Context: an optimization exercise on an open-source flow, tuned for small area, a short achievable clock period and few clock cycles. The choices shown serve that exercise and are no tape-out recipe.
In this exercise RTL edits were held to simulation tests only and were not proved equivalent to the original.

==> flow/design.v (excerpt) <==
module xxtea_engine (
    input  wire         clk,
    input  wire         rst,       
    input  wire         start,     
    input  wire         decrypt,   
    input  wire [3:0]   nwords,    
    input  wire [127:0] key,       
    input  wire [255:0] din,       
    output wire         ready,
    output reg          done,
    output reg          err,
    output wire [255:0] dout
);
For scale: roughly 0.034 mm^2 of cells after synthesis.
clock: 11.0 ns
lec_check: 0
abc_area: 1
cap_margin: 20
core_margin: 2
core_utilization: 40
place_density: 0.6
slew_margin: 20
standard.sh (not shown) runs the stock make flow with config.mk's settings and CLKGATE_MAP_FILE= SYNTH_SCRIPT=/design/flow/synth_recipe.tcl, a recipe that flattens the netlist after the stock synthesis.
==> flow/flow/run.sh <==
#!/bin/bash
# The standard layout, with buf_1 port buffers and a larger setup repair margin.
set -euo pipefail
export BUFFER_PORTS_ARGS="-buffer_cell sky130_fd_sc_hd__buf_1"
export SETUP_SLACK_MARGIN=7.5
bash standard.sh > standard.log 2>&1
Testbench counts at the start, summed over its fixed seeds: cycles 266,846.
Rerun with:
==> flow/flow/run.sh (replaced) <==
#!/bin/bash
# The standard layout, with buf_1 port buffers and a larger setup repair margin.
set -euo pipefail
export BUFFER_PORTS_ARGS="-buffer_cell sky130_fd_sc_hd__buf_1"
export SETUP_SLACK_MARGIN=7.0
bash standard.sh > standard.log 2>&1
Settings changed: CAP_MARGIN 20 to 0, GPL_ROUTABILITY_DRIVEN from default to 0, SLEW_MARGIN 20 to 0.
Routed wire length goes down by about 3.7%.
Global-route usage came out lower by 1.4 points.
Utilization decreases by 2.0 points.
Synthesized area stays the same.
Rerun with:
Settings changed: GPL_ROUTABILITY_DRIVEN 0 to default.
=>
- The changed run completed with no timing, DRC or antenna violations
- final area rises by 0.96%
- die area stays the same
- sequential share of layout area decreases by 0.35 points
- non-clock buffer count went down by 1
- maximum frequency grows by 0.83%

---

Starting RTL as in the previous note.
==> flow/config.mk <==
export PLATFORM = sky130hd
export DESIGN_NAME = xxtea_engine
export DESIGN_NICKNAME = xxtea_engine
export VERILOG_FILES = /design/flow/design.v
export SDC_FILE = /design/flow/constraint.sdc
export NUM_CORES = 4
export LEC_CHECK = 0
export ABC_AREA = 1
export CAP_MARGIN = 20
export CORE_MARGIN = 2
export CORE_UTILIZATION = 40
export PLACE_DENSITY = 0.6
export SLEW_MARGIN = 20
==> flow/constraint.sdc <==
create_clock -name core_clock -period 11.0 [get_ports {clk}]
set_input_delay 2.2000 -clock core_clock [delete_from_list [all_inputs] [get_ports {clk}]]
set_output_delay 2.2000 -clock core_clock [all_outputs]
set_load 0.01 [all_outputs]
==> flow/flow/run.sh <==
#!/bin/bash
# The standard layout, with buf_1 port buffers and a larger setup repair margin.
set -euo pipefail
export BUFFER_PORTS_ARGS="-buffer_cell sky130_fd_sc_hd__buf_1"
export SETUP_SLACK_MARGIN=7.0
bash standard.sh > standard.log 2>&1
Testbench counts at the start, summed over its fixed seeds: cycles 266,846.
Edit:
==> flow/flow/run.sh (replaced) <==
#!/bin/bash
# The standard layout, with buf_1 port buffers and a larger setup repair margin.
set -euo pipefail
export BUFFER_PORTS_ARGS="-buffer_cell sky130_fd_sc_hd__buf_1"
export SETUP_SLACK_MARGIN=6.5
bash standard.sh > standard.log 2>&1
=> The new run ran to the end with no violations; design area went down by a few percent; hold slack improved by 0.026 ns; cell count went down slightly; die area does not change; clock skew went up by 0.0052 ns; synthesized area is unchanged; worst setup slack got worse by 0.31 ns; register-to-register slack got worse by 0.31 ns.
Edit:
==> flow/flow/run.sh (replaced) <==
#!/bin/bash
# The standard layout, with buf_1 port buffers and a larger setup repair margin.
set -euo pipefail
export BUFFER_PORTS_ARGS="-buffer_cell sky130_fd_sc_hd__buf_1"
export SETUP_SLACK_MARGIN=7.0
bash standard.sh > standard.log 2>&1
Settings changed: CTS_CLUSTER_DIAMETER set to 60, CTS_CLUSTER_SIZE set to 26.
Via count stays flat.
Synthesized area does not change.
Final area grows by 2.2%.
Worst setup slack improves by 0.21 ns.
Synthesized cell count stays the same.
Die area stays the same.
Critical path depth grows by 2.
Edit:
Settings changed: CORE_UTILIZATION 40 to 45, CTS_CLUSTER_DIAMETER 60 to unset, CTS_CLUSTER_SIZE 26 to unset.
Core utilization is higher by 5.8 points.
First-iteration DRC count is lower by 6.8%.
Sequential share of layout area is higher by 0.12 points.
Synthesized cell count is unchanged.
Cell area is lower by 0.33%.
Non-clock buffer count is higher by 1.
Routed wire length is lower by 3.6%.
Global-route usage is higher by 3.2 points.
Hold slack is better by 0.018 ns.

-- separate check: timing with driven ports --
How much do the figures lean on ideal ports? The routed layouts below were timed once more, with nothing changed but the port constraints.
Step 1 assumes that a clkbuf_16 drives the clock port and a buf_2 every other input.
Step 2 moves the port delays by t, midway between the first and last clock arrival at a register: inputs arrive t later, outputs are due t later. That takes back most of the time a late clock gives input paths.
Slacks: no drivers / after step 1 / after step 2; pairs: no drivers / after step 1.
| run | shift t [ns] | slack for setup (ns) | worst hold slack (ns) | latest minus earliest clock arrival (ns) |
|---|---|---|---|---|
| the first run of note 1 | 0.712 | 6.913 / 6.913 / 6.913 | 0.426 / 0.426 / 0.426 | 0.067 / 0.067 |
| the second run of note 1 | 0.692 | 6.994 / 6.994 / 6.594 | 0.450 / 0.450 / 0.450 | 0.045 / 0.046 |
| the third run of note 1 | 0.701 | 7.027 / 7.012 / 6.563 | 0.424 / 0.424 / 0.424 | 0.042 / 0.042 |
| the first run of note 2 | 0.701 | 7.003 / 7.003 / 6.552 | 0.424 / 0.424 / 0.424 | 0.045 / 0.044 |
| the second run of note 2 | 0.701 | 6.697 / 6.697 / 6.566 | 0.450 / 0.450 / 0.450 | 0.050 / 0.050 |
| the third run of note 2 | 0.714 | 6.904 / 6.904 / 6.576 | 0.430 / 0.430 / 0.430 | 0.052 / 0.051 |
| the fourth run of note 2 | 0.687 | 6.907 / 6.907 / 6.705 | 0.449 / 0.449 / 0.449 | 0.026 / 0.026 |
After both steps every run listed still meets setup and hold. The setup slack of the third run of note 1, which loses most, moves by -0.015 ns with the drivers and by -0.464 ns with both steps.
